From an optimization exercise on the open Yosys and OpenROAD flow, aimed at small area, a short achievable clock period and few clock cycles per item; shortcuts taken in it are not production practice. In this exercise RTL edits were held to simulation tests only and were not proved equivalent to the original. Power figures rest on the tool's default switching activity, not on a simulated workload.

==> inputs of maple <==
==> flow/design.v (excerpt) <==
module linkcore_dp (
    input  wire        clk,
    input  wire        rst,         
    input  wire        op_valid,
    output wire        op_ready,
    input  wire [7:0]  op_code,
    input  wire [31:0] op_a,
    input  wire [31:0] op_b,
    output reg         res_valid,
    output reg         res_err,
    output wire [31:0] res_data,
    output wire [31:0] key,
    output wire [31:0] csum,
    output wire [31:0] localkey,
    output wire [31:0] remotekey,
    output wire [31:0] err
);
    localparam [31:0] CSUM_SEED      = 32'h0000_15A0;
    localparam [31:0] MASK_OFS_NEG   = 32'hFE00_0000;   
    localparam [31:0] MASK_CONST     = 32'h2079_6220;
    localparam [31:0] REMOTE_KEY_XOR = 32'h6F64_6573;
    localparam [31:0] KDF_C0         = 32'h4B61_7761;
    localparam [31:0] KDF_C1         = 32'h7365_646F;
    reg [31:0] key_r, nk_r, csum_r, rkey_r, mr_r;
    reg [31:0] lk_r;     
    reg        lk_w;     
    reg        eb4, eb6, eb8;    
    reg [1:0]  ecode;    
    reg        pend;     
  ...
==> flow/config.mk <==
export PLATFORM = sky130hd
export DESIGN_NAME = linkcore_dp
export DESIGN_NICKNAME = linkcore_dp
export VERILOG_FILES = /design/flow/design.v
export SDC_FILE = /design/flow/constraint.sdc
export NUM_CORES = 4
export LEC_CHECK = 0
export CAP_MARGIN = 20
export CORE_MARGIN = 2
export CORE_UTILIZATION = 50
export SETUP_SLACK_MARGIN = 5
export SLEW_MARGIN = 20
export TNS_END_PERCENT = 0
==> flow/constraint.sdc <==
create_clock -name core_clock -period 10.0 [get_ports {clk}]
set_input_delay 2.0000 -clock core_clock [delete_from_list [all_inputs] [get_ports {clk}]]
set_output_delay 2.0000 -clock core_clock [all_outputs]
set_load 0.01 [all_outputs]
standard.sh (not shown) runs the stock make flow with config.mk's settings and CLKGATE_MAP_FILE= SYNTH_SCRIPT=/design/flow/synth_recipe.tcl, a recipe that flattens the netlist after the stock synthesis.
==> flow/flow/run.sh <==
#!/bin/bash
# The standard layout (standard.sh), with two changes to how it is made:
# the port buffers use the smallest plain buffer cell instead of the
# delay-buffer cell buffer_ports picks by default, and repair_timing aims
# at a larger setup margin than config.mk may ask for. The clock period and
# the constraints are the standard flow's, unchanged.
set -euo pipefail
MARGIN=7
sed "s/SETUP_SLACK_MARGIN=[0-9.]*/SETUP_SLACK_MARGIN=${MARGIN}/" standard.sh > standard_m.sh
export BUFFER_PORTS_ARGS="-buffer_cell sky130_fd_sc_hd__buf_1"
bash standard_m.sh > standard.log 2>&1
==> amber (differences from maple) <==
- CORE_UTILIZATION: 50 -> 60
- TNS_END_PERCENT: 0 -> 40
==> sierra (differences from maple) <==
- CORE_UTILIZATION: 50 -> 60
- GPL_TIMING_DRIVEN: not set -> 0
==> willow (differences from maple) <==
- CORE_UTILIZATION: 50 -> 40
- CTS_BUF_LIST: not set -> sky130_fd_sc_hd__clkbuf_8
==> notes <==
Via count: maple < willow < sierra.
The highest combinational power belongs to willow, the lowest to sierra.
In flip-flop and latch count, maple and willow do not differ.
Wire length: willow is smaller than sierra (0.75%).
Against sierra, the clock skew of maple is lower by 0.0026 ns.
Die area: willow is larger than sierra (49%).
In maple the setup slack is lower than in willow, by 0.11 ns.
Critical path depth, lowest first: maple, sierra, willow.
maple went through all stages and came out clean. willow passed the timing, design-rule and antenna checks. sierra ran to the end with no violations. amber ended with an error in global routing on GRT-0232.
==> figures <==
| quantity | willow | amber | maple | sierra |
|---|---|---|---|---|
| Status | timing/DRC/antenna clean | did not finish | timing/DRC/antenna clean | timing/DRC/antenna clean |
| Stage where the flow stopped | - | global routing | - | - |
| Clock tree skew after final layout | 0.0194 ns | - | 0.0182 ns | 0.0208 ns |
| Met3 WL | 6430 um | - | 6660 um | 10900 um |
| Chip width | 214 um | 176 um | 192 um | 176 um |
| Power attributed to the clock group | 0.578 mW | - | 0.705 mW | 0.709 mW |
| Placed cells | 2733 | 2519 | 2596 | 2645 |
| Area used by multi-input combinational logic | 12700 um2 | - | 12700 um2 | 12600 um2 |
| Post-layout worst setup margin | 5.76 ns | - | 5.65 ns | 5.63 ns |
| Internal reg-to-reg setup slack | 5.79 ns | - | 5.69 ns | 5.64 ns |
| Req. time, crit path | 10.44 ns | - | 8.00 ns | 8.00 ns |
| Tap cell instance count | 592 | - | 455 | 384 |
| Total number of multi-input combinational cells | 1500 | - | 1500 | 1500 |
| Critical Path Start Type | primary input | - | flip-flop | flip-flop |
| Comb group | 0.935 mW | - | 0.901 mW | 0.895 mW |
| Fill cell instance count of the final layout | 4399 | - | 3205 | 2352 |
| Clock transition at the registers of the reported paths | 0.11 ns | - | 0.08 ns | 0.09 ns |
| Critical path peak fanout | 15 | - | 25 | 10 |
Testbench counts of maple, summed over its fixed seeds: cycles 2,669, ops 2,637.
Testbench counts of amber, summed over its fixed seeds: cycles 2,669, ops 2,637.
Testbench counts of sierra, summed over its fixed seeds: cycles 2,669, ops 2,637.
Testbench counts of willow, summed over its fixed seeds: cycles 2,669, ops 2,637.


==> inputs of job 976 <==
Starting RTL as in the previous note.
==> flow/config.mk <==
export PLATFORM = sky130hd
export DESIGN_NAME = linkcore_dp
export DESIGN_NICKNAME = linkcore_dp
export VERILOG_FILES = /design/flow/design.v
export SDC_FILE = /design/flow/constraint.sdc
export NUM_CORES = 4
export LEC_CHECK = 0
export CAP_MARGIN = 20
export CORE_MARGIN = 2
export CORE_UTILIZATION = 40
export SETUP_SLACK_MARGIN = 5
export SLEW_MARGIN = 20
export TNS_END_PERCENT = 0
==> flow/constraint.sdc <==
create_clock -name core_clock -period 10.0 [get_ports {clk}]
set_input_delay 2.0000 -clock core_clock [delete_from_list [all_inputs] [get_ports {clk}]]
set_output_delay 2.0000 -clock core_clock [all_outputs]
set_load 0.01 [all_outputs]
==> flow/flow/run.sh <==
#!/bin/bash
# The standard layout (standard.sh), with two changes to how it is made:
# the port buffers use the smallest plain buffer cell instead of the
# delay-buffer cell buffer_ports picks by default, and repair_timing aims
# at a larger setup margin than config.mk may ask for. The clock period and
# the constraints are the standard flow's, unchanged.
set -euo pipefail
MARGIN=6
sed "s/SETUP_SLACK_MARGIN=[0-9.]*/SETUP_SLACK_MARGIN=${MARGIN}/" standard.sh > standard_m.sh
export BUFFER_PORTS_ARGS="-buffer_cell sky130_fd_sc_hd__buf_1"
bash standard_m.sh > standard.log 2>&1
==> inputs of job 5017, as changes to job 976 <==
--- a/flow/flow/run.sh
+++ b/flow/flow/run.sh
@@ -6,5 +6,5 @@
 # the constraints are the standard flow's, unchanged.
 set -euo pipefail
-MARGIN=6
+MARGIN=8.5
 sed "s/SETUP_SLACK_MARGIN=[0-9.]*/SETUP_SLACK_MARGIN=${MARGIN}/" standard.sh > standard_m.sh
 export BUFFER_PORTS_ARGS="-buffer_cell sky130_fd_sc_hd__buf_1"
- CORE_UTILIZATION: 40 -> 60
==> inputs of job 8688, as changes to job 976 <==
- TNS_END_PERCENT: 0 -> unset
==> inputs of job 1467, as changes to job 976 <==
--- a/flow/flow/run.sh
+++ b/flow/flow/run.sh
@@ -6,5 +6,5 @@
 # the constraints are the standard flow's, unchanged.
 set -euo pipefail
-MARGIN=6
+MARGIN=7
 sed "s/SETUP_SLACK_MARGIN=[0-9.]*/SETUP_SLACK_MARGIN=${MARGIN}/" standard.sh > standard_m.sh
 export BUFFER_PORTS_ARGS="-buffer_cell sky130_fd_sc_hd__buf_1"
==> results.cfg <==
[power]
total_power_mw = 2.41
pg_seq_mw = 0.805
clock_power_share_pct = 28.9

[setup_path]
crit_arrival_ns = 4.64
path_buf_inv = 4

[clock_network]
cts_resized = 119

[die]
die_h_um = 176
tap_cells = 384

[timing]
fin_skew_ns = 0.0180

[status]
status = timing/DRC/antenna clean

[placement]
place_worst_setup_slack_ns = 4.74

[final_layout]
n_fill_cell = 2398

[grt]
use_met2_pct = 65.4
(the above is from job 5017)
==> results.cfg <==
[placement]
place_worst_setup_slack_ns = 4.81

[setup_path]
crit_arrival_ns = 4.67
path_buf_inv = 1

[grt]
use_met2_pct = 47.8

[power]
pg_seq_mw = 0.808
total_power_mw = 2.47
clock_power_share_pct = 30.0

[timing]
fin_skew_ns = 0.0210

[status]
status = timing/DRC/antenna clean

[die]
tap_cells = 592
(the above is from job 976)
==> results.cfg <==
[setup_path]
path_buf_inv = 3
crit_arrival_ns = 4.63
cpMostUsedCell = fa_1

[power]
clock_power_share_pct = 27.5
pg_seq_mw = 0.805

[status]
status = timing/DRC/antenna clean

[die]
tap_cells = 592
die_h_um = 214

[grt]
use_met2_pct = 49.1

[detailed_routing]
top_layer = met5

[placement]
place_worst_setup_slack_ns = 4.82
(the above is from job 8688)
==> results.cfg <==
[status]
status = timing/DRC/antenna clean

[grt]
use_met2_pct = 47.5

[die]
tap_cells = 592

[power]
total_power_mw = 2.46
clock_power_share_pct = 29.6

[clock_network]
cts_resized = 143

[final_layout]
n_fill_cell = 4360

[placement]
place_worst_setup_slack_ns = 4.81

[setup_path]
crit_arrival_ns = 4.73
(the above is from job 1467)
Testbench counts of job 976, summed over its fixed seeds: cycles 2,669, ops 2,637.
Testbench counts of job 5017, summed over its fixed seeds: cycles 2,669, ops 2,637.
Testbench counts of job 8688, summed over its fixed seeds: cycles 2,669, ops 2,637.
Testbench counts of job 1467, summed over its fixed seeds: cycles 2,669, ops 2,637.

what the ideal ports hide:
In the flow no input, the clock included, has a driving cell. The finished layouts below were timed again as built, in two steps. Step 1: set_driving_cell puts a clkbuf_16 on clk and a buf_2 on each other input, an assumption about the parent block. Step 2 times the ports against the registers' clock, not the clock port: input delays grow and output delays shrink by t, the midpoint of the rising clock arrivals with the driver on. Three values: no drivers, after step 1, after step 2; two values: the first two.
| run | t, ns | setup WS [ns] | hold WS [ns] | clock arrival spread, ns | slew at the worst register clock pin (ns) |
|---|---|---|---|---|---|
| maple | 0.501 | 5.650 / 5.598 / 5.243 | 0.458 / 0.458 / 0.458 | 0.018 / 0.018 | 0.09 / 0.09 |
| sierra | 0.502 | 5.626 / 5.575 / 5.139 | 0.465 / 0.465 / 0.465 | 0.022 / 0.021 | 0.09 / 0.09 |
| willow | 0.554 | 5.758 / 5.734 / 5.180 | 0.455 / 0.455 / 0.455 | 0.019 / 0.020 | 0.12 / 0.12 |
| job 976 | 0.512 | 5.535 / 5.488 / 5.051 | 0.448 / 0.448 / 0.448 | 0.021 / 0.021 | 0.09 / 0.09 |
| job 5017 | 0.490 | 5.697 / 5.697 / 5.297 | 0.453 / 0.453 / 0.453 | 0.021 / 0.021 | 0.09 / 0.09 |
| job 8688 | 0.511 | 5.735 / 5.735 / 5.478 | 0.459 / 0.459 / 0.459 | 0.016 / 0.016 | 0.08 / 0.08 |
| job 1467 | 0.506 | 5.662 / 5.639 / 5.134 | 0.449 / 0.449 / 0.449 | 0.013 / 0.013 | 0.08 / 0.08 |
After both steps every run listed still meets setup and hold. The setup slack of willow, which loses most, moves by -0.024 ns with the drivers and by -0.578 ns with both steps.
